From an optimization exercise on the open Yosys and OpenROAD flow, aimed at small area, a short achievable clock period and few clock cycles per item; shortcuts taken in it are not production practice.
No activity file was given, so power comes from the tool's default toggle rates.

==> inputs of nickel <==
// wordcodec
module wordcodec (
    input  wire        clk,
    input  wire        rst,         
    input  wire        reg_we,
    input  wire [5:0]  reg_addr,
    input  wire [31:0] reg_wdata,
    output reg  [31:0] reg_rdata,
    output wire        mem_req,
    output wire        mem_we,
    output wire [31:0] mem_addr,
    output wire [7:0]  mem_wdata,
    input  wire        mem_ready,
    input  wire [7:0]  mem_rdata,
    input  wire        mem_err
);
Settings: LEC_CHECK=0, ABC_CLOCK_PERIOD_IN_PS=6000, CAP_MARGIN=20, CORE_MARGIN=2, CORE_UTILIZATION=50, SETUP_SLACK_MARGIN=5, SLEW_MARGIN=20; clock period 12.0 ns.
run.sh (not shown) runs the stock make flow with config.mk's settings and CLKGATE_MAP_FILE= SYNTH_SCRIPT=/design/flow/synth_recipe.tcl, a recipe that flattens the netlist after the stock synthesis.
==> inputs of amber, as changes to nickel <==
--- a/flow/design.v
+++ b/flow/design.v
@@ -51,14 +51,15 @@
     reg [3:0]  widx;               
     reg [3:0]  kidx;               
     reg [31:0] facc;               
     reg [31:0] hb_new;             
     reg [31:0] addr_a, addr_b;     
     reg [32*15-1:0] fq;            
     reg [14:0]      fv;
+    localparam integer JP = 2;
     function [31:0] inc32;
         input [31:0] a;
         integer b;
         begin
             for (b = 0; b < 32; b = b + 1)
                 inc32[b] = a[b] ^ ((b == 0) ? 1'b1 : &(a | ~((32'd1 << b) - 32'd1)));
         end
@@ -176,25 +177,27 @@
     wire        div_ph   = (phase == P_DIV);
     wire        fix_ph   = (phase == P_FIX);
     wire        ser_ph   = (phase == P_SER);
     wire        in_read  = (phase == P_READ);
     wire        in_write = (phase == P_WRITE);
     wire [1:0]  pos      = cnt[1:0];
     reg         fpend;             
+    reg  [6:0]  obm1_r;            
+    reg  [6:0]  nbm1_r;            
     reg  [1:0]  fpos;              
     wire [6:0]  div_rs   = {nbytes[5:0], data_left[31]};
     wire [6:0]  div_d    = is_dec ? 7'd64 : 7'd60;
     wire        div_ge   = (div_rs >= div_d);
     wire [6:0]  div_rem  = div_ge ? (div_rs - div_d) : div_rs;
-    wire        rd_last  = (cnt == nbytes - 7'd1);
+    wire        rd_last  = (cnt == nbm1_r);
     wire        wdone    = (pos == 2'd3) | rd_last;
-    wire        rd_lastw = final_c & (cnt[6:2] == nb_m1[6:2]);
+    wire        rd_lastw = final_c & (cnt[6:2] == nbm1_r[6:2]);
     wire        slot0    = is_dec & (widx == 4'd15);      
     wire [31:0] ftail    = fq[32*14 +: 32];
-    wire        olast    = final_c & (cnt[6:2] == ob_m1[6:2]);
+    wire        olast    = final_c & (cnt[6:2] == obm1_r[6:2]);
     wire [1:0]  bsel     = (in_read ? rd_lastw : olast) ? pos : pos - 2'd1;
     wire [31:0] kword    = key_flat[32*kidx +: 32];
     wire [7:0]  kbyte    = kword[8*bsel +: 8];
     wire [7:0]  rd_byte  = mem_rdata ^ (is_dec ? kbyte : 8'd0);
     wire [1:0]  rd_lane  = is_dec ? bsel : pos;
     reg  [31:0] fmask;
     always @(*) begin
@@ -213,24 +216,22 @@
     wire [31:0] rx0      = rot_a ^ rot_b;
     wire [31:0] rx1      = rot_amt[0] ? {rx0[30:0], rx0[31]}    : rx0;
     wire [31:0] rx2      = rot_amt[1] ? {rx1[29:0], rx1[31:30]} : rx1;
     wire [31:0] rx3      = rot_amt[2] ? {rx2[27:0], rx2[31:28]} : rx2;
     wire [31:0] rx4      = rot_amt[3] ? {rx3[23:0], rx3[31:24]} : rx3;
     wire [31:0] rot_out  = rot_amt[4] ? {rx4[15:0], rx4[31:16]} : rx4;
     wire        s0       = !is_dec & (cnt[6:2] == 5'd0);
-    wire [6:0]  nb_m1    = nbytes - 7'd1;
-    wire [6:0]  ob_m1    = is_dec ? (nbytes - 7'd5) : (nbytes + 7'd3);
     wire [6:0]  ob_len   = is_dec ? (nbytes - 7'd4) : (nbytes + 7'd4);
     wire [31:0] a_inc    = inc32(addr_a);
     wire [31:0] ci_inc   = inc32({5'd0, chunk_idx});
-    wire        wr_last  = (cnt == ob_m1);
-    wire [31:0] out_word = s0 ? (fpend ? rot_out : facc) : fq[31:0];
+    wire        wr_last  = (cnt == obm1_r);
+    wire [31:0] out_word = s0 ? facc : fq[31:0];
     wire [1:0]  oidx     = is_dec ? pos : bsel;
     wire [7:0]  out_byte = out_word[8*oidx +: 8] ^ (is_dec ? 8'd0 : kbyte);
-    wire        wr_hold  = fpend & is_dec & wr_last;
+    wire        wr_hold  = fpend & (s0 | wr_last);
     assign mem_req   = in_read | (in_write & (s0 | fv[0]) & !wr_hold);
     assign mem_we    = in_write;
     assign mem_addr  = addr_a;
     assign mem_wdata = out_byte;
     wire acc_ok   = mem_req & mem_ready & !mem_err;
     wire acc_err  = mem_req & mem_ready & mem_err;
     wire rd_acc   = in_read & acc_ok;
@@ -378,26 +379,30 @@
             kidx <= (chunk_go | rd_end) ? 4'd0 :
                     ({1'b0, kidx} + 5'd1 == key_len) ? 4'd0 : kidx + 4'd1;
         if (chunk_go | (fpend & !fhb))
             facc <= chunk_go ? SEED : rot_out;
         if (fpend & fhb)
             hb_new <= rot_out;
         fpend <= done_w & !rst;
+        if (chunk_go) begin
+            obm1_r <= su_dec ? (su_nb - 7'd5) : (su_nb + 7'd3);
+            nbm1_r <= su_nb - 7'd1;
+        end
         if (done_w)
             fpos <= pos;
         if (start_go | rd_end | next_ck | rd_acc | wr_acc)
             addr_a <= start_go ? src_addr : (rd_end | next_ck) ? addr_b : a_inc;
         if (start_go | rd_end | next_ck)
             addr_b <= start_go ? dst_addr : a_inc;
     end
     generate
         for (g = 0; g < 14; g = g + 1) begin : fqw
             always @(posedge clk)
                 if (pop | !fv[g])
-                    fq[32*g +: 32] <= fq[32*(g+1) +: 32];
+                    fq[32*g +: 32] <= (g == JP && jumpj) ? ftail : fq[32*(g+1) +: 32];
         end
     endgenerate
     generate
         for (g = 0; g < 4; g = g + 1) begin : ftl
             always @(posedge clk)
                 if (rd_acc && rd_lane == g)
                     fq[32*14 + 8*g +: 8] <= rd_byte;
@@ -426,21 +431,23 @@
             if (sbit == 6'd33)
                 ser_vo <= v_i | ser_vo;
             if (s_i != v_i) ser_lsv <= v_i;
             if (d_i != u_i) ser_ldu <= u_i;
             if (s_i != d_i) ser_eq  <= 1'b0;
         end
     end
+    wire jumpj = !pop & fv[14] & (fv[13:JP] == 0);
     integer i;
     always @(posedge clk) begin
         if (rst || idle_ph) begin
             fv <= 15'd0;
         end else if (pop) begin
             fv <= {1'b0, fv[14:1]};
         end else begin
             fv[0] <= fv[0] | fv[1];
             for (i = 1; i < 14; i = i + 1)
-                fv[i] <= fv[i] ? fv[i - 1] : fv[i + 1];
+                fv[i] <= fv[i] ? fv[i - 1] : (i == 13) ? (fv[14] & !jumpj) :
+                         (i == JP) ? (fv[i + 1] | jumpj) : fv[i + 1];
             fv[14] <= push | (fv[14] & fv[13]);
         end
     end
 endmodule
==> flow/flow/run.sh (new file) <==
#!/bin/bash
set -euo pipefail
bash standard.sh SETUP_SLACK_MARGIN=6 finish > standard_flow.log 2>&1
==> flow/standard.sh (new file) <==
#!/bin/bash
# synth_recipe.tcl (not shown) runs the flow's synth.tcl, then flattens the netlist and writes it again
# the make line also repeats each setting of config.mk as NAME=value (left out here)
make -C /OpenROAD-flow-scripts/flow DESIGN_CONFIG=/design/flow/config.mk WORK_HOME=/design/flow/orfs CLKGATE_MAP_FILE= SYNTH_SCRIPT=/design/flow/synth_recipe.tcl "${@:-finish}"
- ABC_CLOCK_PERIOD_IN_PS: 6000 -> default
- CORE_UTILIZATION: 50 -> 60
- CTS_CLUSTER_DIAMETER: default -> 80
- CTS_CLUSTER_SIZE: default -> 25
- SETUP_SLACK_MARGIN: 5 -> default
removed: flow/run.sh
==> inputs of raven, as changes to nickel <==
--- a/flow/design.v
+++ b/flow/design.v
@@ -51,14 +51,15 @@
     reg [3:0]  widx;               
     reg [3:0]  kidx;               
     reg [31:0] facc;               
     reg [31:0] hb_new;             
     reg [31:0] addr_a, addr_b;     
     reg [32*15-1:0] fq;            
     reg [14:0]      fv;
+    localparam integer JP = 2;
     function [31:0] inc32;
         input [31:0] a;
         integer b;
         begin
             for (b = 0; b < 32; b = b + 1)
                 inc32[b] = a[b] ^ ((b == 0) ? 1'b1 : &(a | ~((32'd1 << b) - 32'd1)));
         end
@@ -93,40 +94,37 @@
             reg [31:0] k;
             always @(posedge clk)
                 if (key_clr || (key_wr && key_idx[3:0] == g))
                     k <= key_d;
             assign key_flat[32*g +: 32] = k;
         end
     endgenerate
+    function [31:0] sel4;
+        input [1:0]  s;
+        input [31:0] a, b, c, d;
+        sel4 = s[1] ? (s[0] ? d : c) : (s[0] ? b : a);
+    endfunction
+    wire [1:0]  ra_lo = reg_addr[1:0];
+    wire [31:0] rg0 = sel4(ra_lo, 32'h57434443, ROT, CW, KMAX);
+    wire [31:0] rg1 = sel4(ra_lo, 32'd0, status, {27'd0, key_len}, key_idx);
+    wire [31:0] rg2 = sel4(ra_lo, 32'd0, src_addr, dst_addr, in_len);
+    wire [31:0] rg3 = sel4(ra_lo, opa, opb, result, cks_acc);
+    wire [31:0] rg4 = sel4(ra_lo, cks_step, data_left, in_count, out_count);
+    wire [31:0] rg5 = sel4(ra_lo, plain_len, {5'd0, chunk_idx}, hb_acc, ha_acc);
+    wire [31:0] rg6 = (ra_lo == 2'd0) ? SEED : 32'd0;
     always @(*) begin
-        case (reg_addr)
-            A_ID:      reg_rdata = 32'h57434443;
-            A_PARAM:   reg_rdata = ROT;
-            A_CHUNK:   reg_rdata = CW;
-            A_KMAX:    reg_rdata = KMAX;
-            A_STATUS:  reg_rdata = status;
-            A_KEYLEN:  reg_rdata = {27'd0, key_len};
-            A_KEYIDX:  reg_rdata = key_idx;
-            A_SRC:     reg_rdata = src_addr;
-            A_DST:     reg_rdata = dst_addr;
-            A_INLEN:   reg_rdata = in_len;
-            A_OPA:     reg_rdata = opa;
-            A_OPB:     reg_rdata = opb;
-            A_RESULT:  reg_rdata = result;
-            A_CKSACC:  reg_rdata = cks_acc;
-            A_CKSSTEP: reg_rdata = cks_step;
-            A_DLEFT:   reg_rdata = data_left;
-            A_INCNT:   reg_rdata = in_count;
-            A_OUTCNT:  reg_rdata = out_count;
-            A_PLAIN:   reg_rdata = plain_len;
-            A_CHIDX:   reg_rdata = {5'd0, chunk_idx};
-            A_HB:      reg_rdata = hb_acc;
-            A_HA:      reg_rdata = ha_acc;
-            A_SEED:    reg_rdata = SEED;
-            default:   reg_rdata = 32'd0;
+        case (reg_addr[5:2])
+            4'd0:    reg_rdata = rg0;
+            4'd1:    reg_rdata = rg1;
+            4'd2:    reg_rdata = rg2;
+            4'd3:    reg_rdata = rg3;
+            4'd4:    reg_rdata = rg4;
+            4'd5:    reg_rdata = rg5;
+            4'd6:    reg_rdata = rg6;
+            default: reg_rdata = 32'd0;
         endcase
     end
     wire        wr_locked = (reg_addr == A_CMD || reg_addr == A_KEYLEN ||
                              reg_addr == A_KEYIDX || reg_addr == A_KEYDATA ||
                              reg_addr == A_SRC || reg_addr == A_DST ||
                              reg_addr == A_INLEN);
     wire        wr_drop   = reg_we && busy && wr_locked;
@@ -176,25 +174,26 @@
     wire        div_ph   = (phase == P_DIV);
     wire        fix_ph   = (phase == P_FIX);
     wire        ser_ph   = (phase == P_SER);
     wire        in_read  = (phase == P_READ);
     wire        in_write = (phase == P_WRITE);
     wire [1:0]  pos      = cnt[1:0];
     reg         fpend;             
+    reg  [6:0]  obm1_r;            
     reg  [1:0]  fpos;              
     wire [6:0]  div_rs   = {nbytes[5:0], data_left[31]};
     wire [6:0]  div_d    = is_dec ? 7'd64 : 7'd60;
     wire        div_ge   = (div_rs >= div_d);
     wire [6:0]  div_rem  = div_ge ? (div_rs - div_d) : div_rs;
     wire        rd_last  = (cnt == nbytes - 7'd1);
     wire        wdone    = (pos == 2'd3) | rd_last;
     wire        rd_lastw = final_c & (cnt[6:2] == nb_m1[6:2]);
     wire        slot0    = is_dec & (widx == 4'd15);      
     wire [31:0] ftail    = fq[32*14 +: 32];
-    wire        olast    = final_c & (cnt[6:2] == ob_m1[6:2]);
+    wire        olast    = final_c & (cnt[6:2] == obm1_r[6:2]);
     wire [1:0]  bsel     = (in_read ? rd_lastw : olast) ? pos : pos - 2'd1;
     wire [31:0] kword    = key_flat[32*kidx +: 32];
     wire [7:0]  kbyte    = kword[8*bsel +: 8];
     wire [7:0]  rd_byte  = mem_rdata ^ (is_dec ? kbyte : 8'd0);
     wire [1:0]  rd_lane  = is_dec ? bsel : pos;
     reg  [31:0] fmask;
     always @(*) begin
@@ -214,23 +213,22 @@
     wire [31:0] rx1      = rot_amt[0] ? {rx0[30:0], rx0[31]}    : rx0;
     wire [31:0] rx2      = rot_amt[1] ? {rx1[29:0], rx1[31:30]} : rx1;
     wire [31:0] rx3      = rot_amt[2] ? {rx2[27:0], rx2[31:28]} : rx2;
     wire [31:0] rx4      = rot_amt[3] ? {rx3[23:0], rx3[31:24]} : rx3;
     wire [31:0] rot_out  = rot_amt[4] ? {rx4[15:0], rx4[31:16]} : rx4;
     wire        s0       = !is_dec & (cnt[6:2] == 5'd0);
     wire [6:0]  nb_m1    = nbytes - 7'd1;
-    wire [6:0]  ob_m1    = is_dec ? (nbytes - 7'd5) : (nbytes + 7'd3);
     wire [6:0]  ob_len   = is_dec ? (nbytes - 7'd4) : (nbytes + 7'd4);
     wire [31:0] a_inc    = inc32(addr_a);
     wire [31:0] ci_inc   = inc32({5'd0, chunk_idx});
-    wire        wr_last  = (cnt == ob_m1);
-    wire [31:0] out_word = s0 ? (fpend ? rot_out : facc) : fq[31:0];
+    wire        wr_last  = (cnt == obm1_r);
+    wire [31:0] out_word = s0 ? facc : fq[31:0];
     wire [1:0]  oidx     = is_dec ? pos : bsel;
     wire [7:0]  out_byte = out_word[8*oidx +: 8] ^ (is_dec ? 8'd0 : kbyte);
-    wire        wr_hold  = fpend & is_dec & wr_last;
+    wire        wr_hold  = fpend & (s0 | wr_last);
     assign mem_req   = in_read | (in_write & (s0 | fv[0]) & !wr_hold);
     assign mem_we    = in_write;
     assign mem_addr  = addr_a;
     assign mem_wdata = out_byte;
     wire acc_ok   = mem_req & mem_ready & !mem_err;
     wire acc_err  = mem_req & mem_ready & mem_err;
     wire rd_acc   = in_read & acc_ok;
@@ -378,26 +376,28 @@
             kidx <= (chunk_go | rd_end) ? 4'd0 :
                     ({1'b0, kidx} + 5'd1 == key_len) ? 4'd0 : kidx + 4'd1;
         if (chunk_go | (fpend & !fhb))
             facc <= chunk_go ? SEED : rot_out;
         if (fpend & fhb)
             hb_new <= rot_out;
         fpend <= done_w & !rst;
+        if (chunk_go)
+            obm1_r <= su_dec ? (su_nb - 7'd5) : (su_nb + 7'd3);
         if (done_w)
             fpos <= pos;
         if (start_go | rd_end | next_ck | rd_acc | wr_acc)
             addr_a <= start_go ? src_addr : (rd_end | next_ck) ? addr_b : a_inc;
         if (start_go | rd_end | next_ck)
             addr_b <= start_go ? dst_addr : a_inc;
     end
     generate
         for (g = 0; g < 14; g = g + 1) begin : fqw
             always @(posedge clk)
                 if (pop | !fv[g])
-                    fq[32*g +: 32] <= fq[32*(g+1) +: 32];
+                    fq[32*g +: 32] <= (g == JP && jumpj) ? ftail : fq[32*(g+1) +: 32];
         end
     endgenerate
     generate
         for (g = 0; g < 4; g = g + 1) begin : ftl
             always @(posedge clk)
                 if (rd_acc && rd_lane == g)
                     fq[32*14 + 8*g +: 8] <= rd_byte;
@@ -426,21 +426,23 @@
             if (sbit == 6'd33)
                 ser_vo <= v_i | ser_vo;
             if (s_i != v_i) ser_lsv <= v_i;
             if (d_i != u_i) ser_ldu <= u_i;
             if (s_i != d_i) ser_eq  <= 1'b0;
         end
     end
+    wire jumpj = !pop & fv[14] & (fv[13:JP] == 0);
     integer i;
     always @(posedge clk) begin
         if (rst || idle_ph) begin
             fv <= 15'd0;
         end else if (pop) begin
             fv <= {1'b0, fv[14:1]};
         end else begin
             fv[0] <= fv[0] | fv[1];
             for (i = 1; i < 14; i = i + 1)
-                fv[i] <= fv[i] ? fv[i - 1] : fv[i + 1];
+                fv[i] <= fv[i] ? fv[i - 1] : (i == 13) ? (fv[14] & !jumpj) :
+                         (i == JP) ? (fv[i + 1] | jumpj) : fv[i + 1];
             fv[14] <= push | (fv[14] & fv[13]);
         end
     end
 endmodule
- ABC_CLOCK_PERIOD_IN_PS: 6000 -> default
- CTS_CLUSTER_DIAMETER: default -> 80
- CTS_CLUSTER_SIZE: default -> 25
==> comparison table <==
Run status: amber finished clean; raven finished clean; nickel finished clean
Clock transition at the register clock pins on the worst setup and hold paths after CTS: amber 0.09 ns; raven 0.09 ns; nickel 0.06 ns
Post-synth net total: amber 5,843; raven 5,779; nickel 5,847
Via-to-Cell Ratio: amber 7.291; raven 6.648; nickel 6.593
Worst path max stage delay: amber 0.52 ns; raven 0.54 ns; nickel 0.53 ns
Layer with the highest usage: amber met2; raven met1; nickel met2
Sequential element share of the synthesized area: amber 0.6429; raven 0.6310; nickel 0.6414
Fraction of final layout cells sized beyond drive strength 1: amber 0.1705; raven 0.1841; nickel 0.1946
Met1 layer wirelength in the final routing: amber 109.2 mm; raven 119.5 mm; nickel 105.7 mm
Total number of sequential cells: amber 1,691; raven 1,686; nickel 1,679
Count of cells along the worst register-to-register path: amber 17; raven 14; nickel 16
Multiplexer share of the synthesized area: amber 0.08349; raven 0.1163; nickel 0.07545
Setup slack on the worst flop-to-flop path: amber 5.95 ns; raven 5.52 ns; nickel 5.91 ns
DR WL met3: amber 42.70 mm; raven 31.53 mm; nickel 35.74 mm
Core box area: amber 0.1295 sq mm; raven 0.1582 sq mm; nickel 0.1544 sq mm
# clock sinks: amber 1,691; raven 1,686; nickel 1,679
Time the final worst path needs with I/O delays and setup: amber 7.060 ns; raven 7.126 ns; nickel 7.544 ns
Pin count of the biggest net entering global routing: amber 77; raven 131; nickel 131
Compound-Gate Fraction of Synth Area: amber 0.09171; raven 0.07854; nickel 0.1006
VDD IR-drop max: amber 169.3 uV; raven 120.1 uV; nickel 141.5 uV
Worst slack at placement: amber 3.384 ns; raven 2.938 ns; nickel 2.201 ns
Total of fill cells in the finished design: amber 8,746; raven 12,749; nickel 12,061
No run of this note included a check of the RTL's function; only the layout flow was run.

-- static timing again, ports no longer ideal --
Ports are ideal in the flow. The routed layouts listed here were re-timed in OpenROAD. Step 1 sets driving cells, clkbuf_16 on the clock port and buf_2 on the other inputs (assumed; they add their load-dependent delay and slew). Step 2 moves the port delays by t, midway between the first and last clock arrival at a register: inputs arrive t later, outputs are due t later. That takes back most of the time a late clock gives input paths. Three values: no drivers, after step 1, after step 2; two values: the first two.
run	t (ns)	setup slack, ns	latest minus earliest clock arrival (ns)	worst register clock-pin slew, ns
nickel	0.880	4.456 / 4.365 / 4.421	0.055 / 0.056	0.07 / 0.07
amber	0.849	4.940 / 4.863 / 4.863	0.057 / 0.057	0.11 / 0.11
raven	0.842	4.874 / 4.734 / 4.296	0.046 / 0.046	0.10 / 0.10
After both steps every run listed still meets setup and hold. For raven, which loses most, drivers alone change the setup slack by -0.140 ns; drivers and shift together by -0.578 ns.
